Background: an optimization exercise with open tools, aiming at small area, a short achievable clock period and few clock cycles per item. Do not read the settings as production practice.
The RTL was checked by simulation tests, not by an equivalence proof against the original design.

==> flow/design.v, too long to show whole: its modules and the start of the top module <==
// module himg_qmap: 1430 lines
module himg_qmap (
    input  wire        clk,
    input  wire        rst,         
    input  wire        in_valid,
    output wire        in_ready,
    input  wire [1:0]  in_op,
    input  wire [15:0] in_data,
    output wire        out_valid,
    input  wire        out_ready,
    output wire [15:0] out_data
);
  // ...
==> flow/run.sh <==
#!/bin/bash
# synth_recipe.tcl (not shown) runs the flow's synth.tcl, then flattens the netlist and writes it again
# the make line also repeats each setting of config.mk as NAME=value (left out here)
make -C /OpenROAD-flow-scripts/flow DESIGN_CONFIG=/design/flow/config.mk WORK_HOME=/design/flow/orfs CLKGATE_MAP_FILE= SYNTH_SCRIPT=/design/flow/synth_recipe.tcl finish
==> flow/config.mk <==
export PLATFORM = sky130hd
export DESIGN_NAME = himg_qmap
export DESIGN_NICKNAME = himg_qmap
export VERILOG_FILES = /design/flow/design.v
export SDC_FILE = /design/flow/constraint.sdc
export NUM_CORES = 4
export LEC_CHECK = 0
export CAP_MARGIN = 50
export CORE_MARGIN = 2
export CORE_UTILIZATION = 55
export PLACE_DENSITY = 0.65
export SLEW_MARGIN = 70
==> flow/constraint.sdc <==
create_clock -name core_clock -period 14.0 [get_ports {clk}]
set_input_delay 2.8000 -clock core_clock [delete_from_list [all_inputs] [get_ports {clk}]]
set_output_delay 2.8000 -clock core_clock [all_outputs]
set_load 0.01 [all_outputs]
==> results.cfg, run 1 <==
[global_routing]
global_route.overflow_total = 0
grt_pass1_wl_microns = 216400
grt.met3_usage_pct = 2.752
use_met1_pct = 32.46

[floorplan]
dieArea_sq_mm = 0.1032
design.core.area_sq_mm = 0.09986
taps = 1298

[finish]
final.clkbuf_count = 106
fin_util_pct = 61.35
mostFrequentLayoutCell = edfxtp_1
inv_count = 650
ff_latch_area_sq_mm = 0.02108
clkCellAreaFrac_pct = 4.436
seq_share_pct = 34.40
nets = 6417

[run_status]
outcome = no timing/DRC/antenna violations

[min_path]
hp-start = p7_R[2]

[yosys]
dominantRegCellSynth = edfxtp_1
synth_area_per_cell_sq_um = 10.03
yosysMostFrequentCell = edfxtp_1
synth_seq_cells = 728
synth.largest_area_cell = edfxtp_1

[placement]
io_buffers = 39

[setup_path]
r2r_slack_ns = 8.74
end_kind = flop
critPathArrivalTime_ns = 5.66

[sta]
fin_ws_ns = 8.740
rsz0062_at_grt = no

[cts]
clkSinkCount = 728
cts_root_buffer = clkbuf_16
Testbench counts, summed over its fixed seeds: cycles 3,568, items 3,072.
==> inputs of run 2 (changes only) <==
--- a/flow/design.v
+++ b/flow/design.v
@@ -1406,25 +1406,25 @@
             end
         end
         if (~o1_v | take)
             o1_d <= o2_v ? o2_d : fin_d;
         if (~o2_v)
             o2_d <= fin_d;
     end
     assign cfg_wait = s0_v & (s0_op == 2'd2) & (p1_v | p2_v | p3_v | p4_v | p5_v | p6_v | p7_v | p8_v | p9_v | p10_v | p11_v);
-    wire        o2_v_n = ~rst & ~(~o1_v | take) & (o2_v | (en & fin_v));
-    wire        s0_v_n = ~rst & ((en & ~cfg_wait) ? in_valid : s0_v);
+    wire        o2_v_n = ~(~o1_v | take) & (o2_v | (en & fin_v));
+    wire        s0_v_n = (en & ~cfg_wait) ? in_valid : s0_v;
     wire [1:0]  s0_op_n = (en & ~cfg_wait) ? in_op : s0_op;
-    wire        p1_v_n = ~rst & (en ? (s0_v & ~cfg_wait) : p1_v);
-    wire        p2_v_n = ~rst & (en ? p1_v : p2_v);
-    wire        p3_v_n = ~rst & (en ? p2_v : p3_v);
-    wire        p4_v_n = ~rst & (en ? p3_v : p4_v);
-    wire        p5_v_n = ~rst & (en ? p4_v : p5_v);
-    wire        p6_v_n = ~rst & (en ? p5_v : p6_v);
-    wire        p7_v_n = ~rst & (en ? p6_v : p7_v);
-    wire        p8_v_n = ~rst & (en ? p7_v : p8_v);
-    wire        p9_v_n = ~rst & (en ? p8_v : p9_v);
-    wire        p10_v_n = ~rst & (en ? p9_v : p10_v);
-    wire        p11_v_n = ~rst & (en ? p10_v : p11_v);
+    wire        p1_v_n = en ? (s0_v & ~cfg_wait) : p1_v;
+    wire        p2_v_n = en ? p1_v : p2_v;
+    wire        p3_v_n = en ? p2_v : p3_v;
+    wire        p4_v_n = en ? p3_v : p4_v;
+    wire        p5_v_n = en ? p4_v : p5_v;
+    wire        p6_v_n = en ? p5_v : p6_v;
+    wire        p7_v_n = en ? p6_v : p7_v;
+    wire        p8_v_n = en ? p7_v : p8_v;
+    wire        p9_v_n = en ? p8_v : p9_v;
+    wire        p10_v_n = en ? p9_v : p10_v;
+    wire        p11_v_n = en ? p10_v : p11_v;
     always @(posedge clk)
-        in_ready_r <= ~o2_v_n & ~(s0_v_n & (s0_op_n == 2'd2) & (p1_v_n | p2_v_n | p3_v_n | p4_v_n | p5_v_n | p6_v_n | p7_v_n | p8_v_n | p9_v_n | p10_v_n | p11_v_n));
+        in_ready_r <= rst | ~o2_v_n & ~(s0_v_n & (s0_op_n == 2'd2) & (p1_v_n | p2_v_n | p3_v_n | p4_v_n | p5_v_n | p6_v_n | p7_v_n | p8_v_n | p9_v_n | p10_v_n | p11_v_n));
 endmodule
==> flow/config.mk (replaced) <==
export PLATFORM = sky130hd
export DESIGN_NAME = himg_qmap
export DESIGN_NICKNAME = himg_qmap
export VERILOG_FILES = /design/flow/design.v
export SDC_FILE = /design/flow/constraint.sdc
export NUM_CORES = 4
export LEC_CHECK = 0
export ABC_AREA = 1
export CAP_MARGIN = 20
export CORE_MARGIN = 2
export CORE_UTILIZATION = 55
export PLACE_DENSITY = 0.65
export SLEW_MARGIN = 20
==> results.cfg, run 2 <==
[yosys]
syn_inst = 6734
synth.largest_area_cell = edfxtp_1
ys_seq_area_share_pct = 36.91
yosysMostFrequentCell = nand2_1
synth_area_sq_mm = 0.05708
synth_cell_types = 69
synth_common_cells = nand2_1, inv_1, edfxtp_1
synth_area_per_cell_sq_um = 8.477
synth_edf_count = 649
ys.warnings.count = 1
synth_nets = 7531
async_reset_ff_share_pct = 0
synth.top_cell.area_share_pct = 34.14
synth_area_leaders = edfxtp_1, ha_1, nand2_1, inv_1, fa_1
synth_seq_cells = 728
dominantRegCellSynth = edfxtp_1

[cts]
cts_resized = 0
cts_setup_buffers = 0
cts_tree = done
cts_buffers = 81
cts_max_path_buffers = 3
clock_latency_ns = 0.66
cts_hold_buf = 0
clkSinkCount = 728
cts.clk_slew.worst_paths_ns = 0.06
cts_root_buffer = clkbuf_16
htreeDepth = 3

[finish]
mostFrequentLayoutCell = nand2_1
fillers = 9181
drive_gt1_share_pct = 4.105
fin_util_pct = 59.70
final_cell_mix = nand2_1, inv_1, edfxtp_1
area_delta_synth_final_pct = 7.924
ff_latch_area_sq_mm = 0.02107
nets = 7549
multiInputGateArea_sq_mm = 0.03099
stdcell_count = 8202
stdcell_area_sq_mm = 0.06161

[detailed_routing]
drt-total-wl_microns = 152300
viasPerCell = 5.544
vias = 45470
postRouteAntennaNets = 0
avgRoutedWirePerCell_microns = 18.57
drc = 0
detail_route.first_pass.iterations = 6
drt_iter0_drc = 3499

[placement]
io_buffers = 39
placed_cells = 8049
dp_hpwl_microns = 119200
dpl_cell_area_sq_mm = 0.05890
place.gp.congestion = 0.9592

[job]
cap_violations = 0

[global_routing]
grt_util_all_layers_pct = 28.69
grt_pass1_vias = 43710
grt_pass1_wl_microns = 240200
antenna_found_initial = 3
grt_max_degree = 174
global_route.overflow_total = 0

[setup_path]
end_kind = flop
r2r_slack_ns = 9.37
cp-endpoint = p2_R[10]
reg2regPathDepth = 24
crit_start = step[2]
worst_setup_path_start_kind = flop
r2r-start = step[2]
r2r_end = p2_R[10]
worst_ep_required_time_ns = 14.41
path_max_fanout = 12
critPathArrivalTime_ns = 5.04
crit_type = reg -> reg

[min_path]
hold_class = reg -> reg
hp-start = p7_q[3]

[sta]
relSlewSlack_pct = 30.82
rsz0062_at_grt = no
period_share_pct = 33.05
fin_skew_ns = 0.02161
setup_viol = 0
finalHoldViolCount = 0
max_freq_mhz = 216.1
layout_min_cycle_time_ns = 4.628
tns_ns = 0
finalMaxSlewViolations = 0
worst_slew_pin_slew_ns = 1.038

[floorplan]
die_w_microns = 326.2
design.core.area_sq_mm = 0.1032
rows = 118
initial_core_util_pct = 55.31
ioPinCount = 40
die_h_microns = 326.2
dieArea_sq_mm = 0.1064

[run_status]
outcome = no timing/DRC/antenna violations
## run 2: changes by cell type after synthesis, moves of 144 or more
cell / previous run / this run
and2_1: 152 / 8
a21oi_1: 262 / 431
nand2_1: 439 / 1396
inv_1: 647 / 1165
nand3_1: 95 / 252
o21ai_0: 329 / 489
## run 2: area by class of cell
type / instances / area share (%)
Antenna cell: 1 / 0.004062
Clock buffer: 100 / 3.554
Clock inverter: 52 / 0.8327
Inverter: 1190 / 7.263
Multi-Input combinational cell: 4681 / 50.31
Sequential cell: 728 / 34.20
Tap cell: 1380 / 2.803
Timing Repair Buffer: 70 / 1.032
## run 2: logic make-up (layout without fill, tap and decap cells)
group / Yosys count / count (layout) / synth area share, %
simple gates: 2308 / 2308 / 16.94
buf+inv: 1325 / 1412 / 8.818
compound gates: 1277 / 1277 / 12.65
fa+ha+maj: 775 / 775 / 19.76
flops: 728 / 728 / 36.91
xor+xnor: 311 / 311 / 4.772
mux: 8 / 8 / 0.1403
other cells: 2 / 3 / 0.01316
## run 2: metrics by stage
stage	hold WS, ns	worst slack [ns]
CTS	0.4150	9.347
global route	0.4236	8.829
floorplan	0.4003	4.919
finish	0.4109	9.372
global placement	0.4005	8.948
detailed placement	0.4045	9.017
## run 2: metal layers
layer / global-route usage (%) / vias to the layer above / part of all wire [%]
met5: 0 / - / 0.0072
met4: 10.65 / 2 / 3.7
met3: 3.404 / 255 / 5.6
met2: 48.87 / 1235 / 48
met1: 37.60 / 21490 / 43
li1: - / 22490 / -
## run 2: worst max-delay path: stages, from the launching register on
cell and delay [ns]:
dfxtp_1 0.67, inv_1 0.13, ha_1 0.37, a21oi_1 0.09, nor2_1 0.12, nor2_1 0.05, nor2_1 0.15, nor3_1 0.07
o21bai_1 0.23, nand3_1 0.24, o21ai_1 0.26, inv_1 0.07, ha_1 0.34, a21oi_1 0.16, o21ai_1 0.11, nand2_1 0.07
nand2_1 0.05, a21oi_1 0.16, or2_1 0.14, o211ai_1 0.08, a21o_1 0.17, nand2_2 0.14, clkinv_1 0.21, o211ai_1 0.22
nand2_1 0.06
## run 2: worst min-delay path by stage
stage | slack (ns) | endpoint | cells after the start
4_1_cts | 0.41 | p8_q[4] | 0
2_1_floorplan | 0.40 | p10_R[0] | 0
3_5_place_dp | 0.40 | p10_q[8] | 0
3_3_place_gp | 0.40 | p11_q[2] | 0
6_report | 0.41 | p8_q[4] | 0
5_1_grt | 0.42 | p8_q[4] | 0
Testbench counts of run 2, summed over its fixed seeds: cycles 3,568, items 3,072.

separate check: timing with driven ports:
No port has a modelled driver above. Below, the same layouts with a new extraction and two added sets of constraints.
Step 1, drivers: a clkbuf_16 drives clk and a buf_2 each remaining input, both assumed.
Step 2 moves the port delays by t, midway between the first and last clock arrival at a register: inputs arrive t later, outputs are due t later. That takes back most of the time a late clock gives input paths.
a / b / c = no drivers / after step 1 / after step 2; a / b = the first two.
run	shift t [ns]	setup WS [ns]	worst slew at a driven data input, ns
run 1	0.725	8.740 / 8.740 / 8.740	0.04
run 2	0.729	9.372 / 9.372 / 8.977	0.04
After both steps setup and hold are still met in every run listed. For run 2, which loses most, drivers alone change the setup slack by 0.000 ns; drivers and shift together by -0.395 ns.
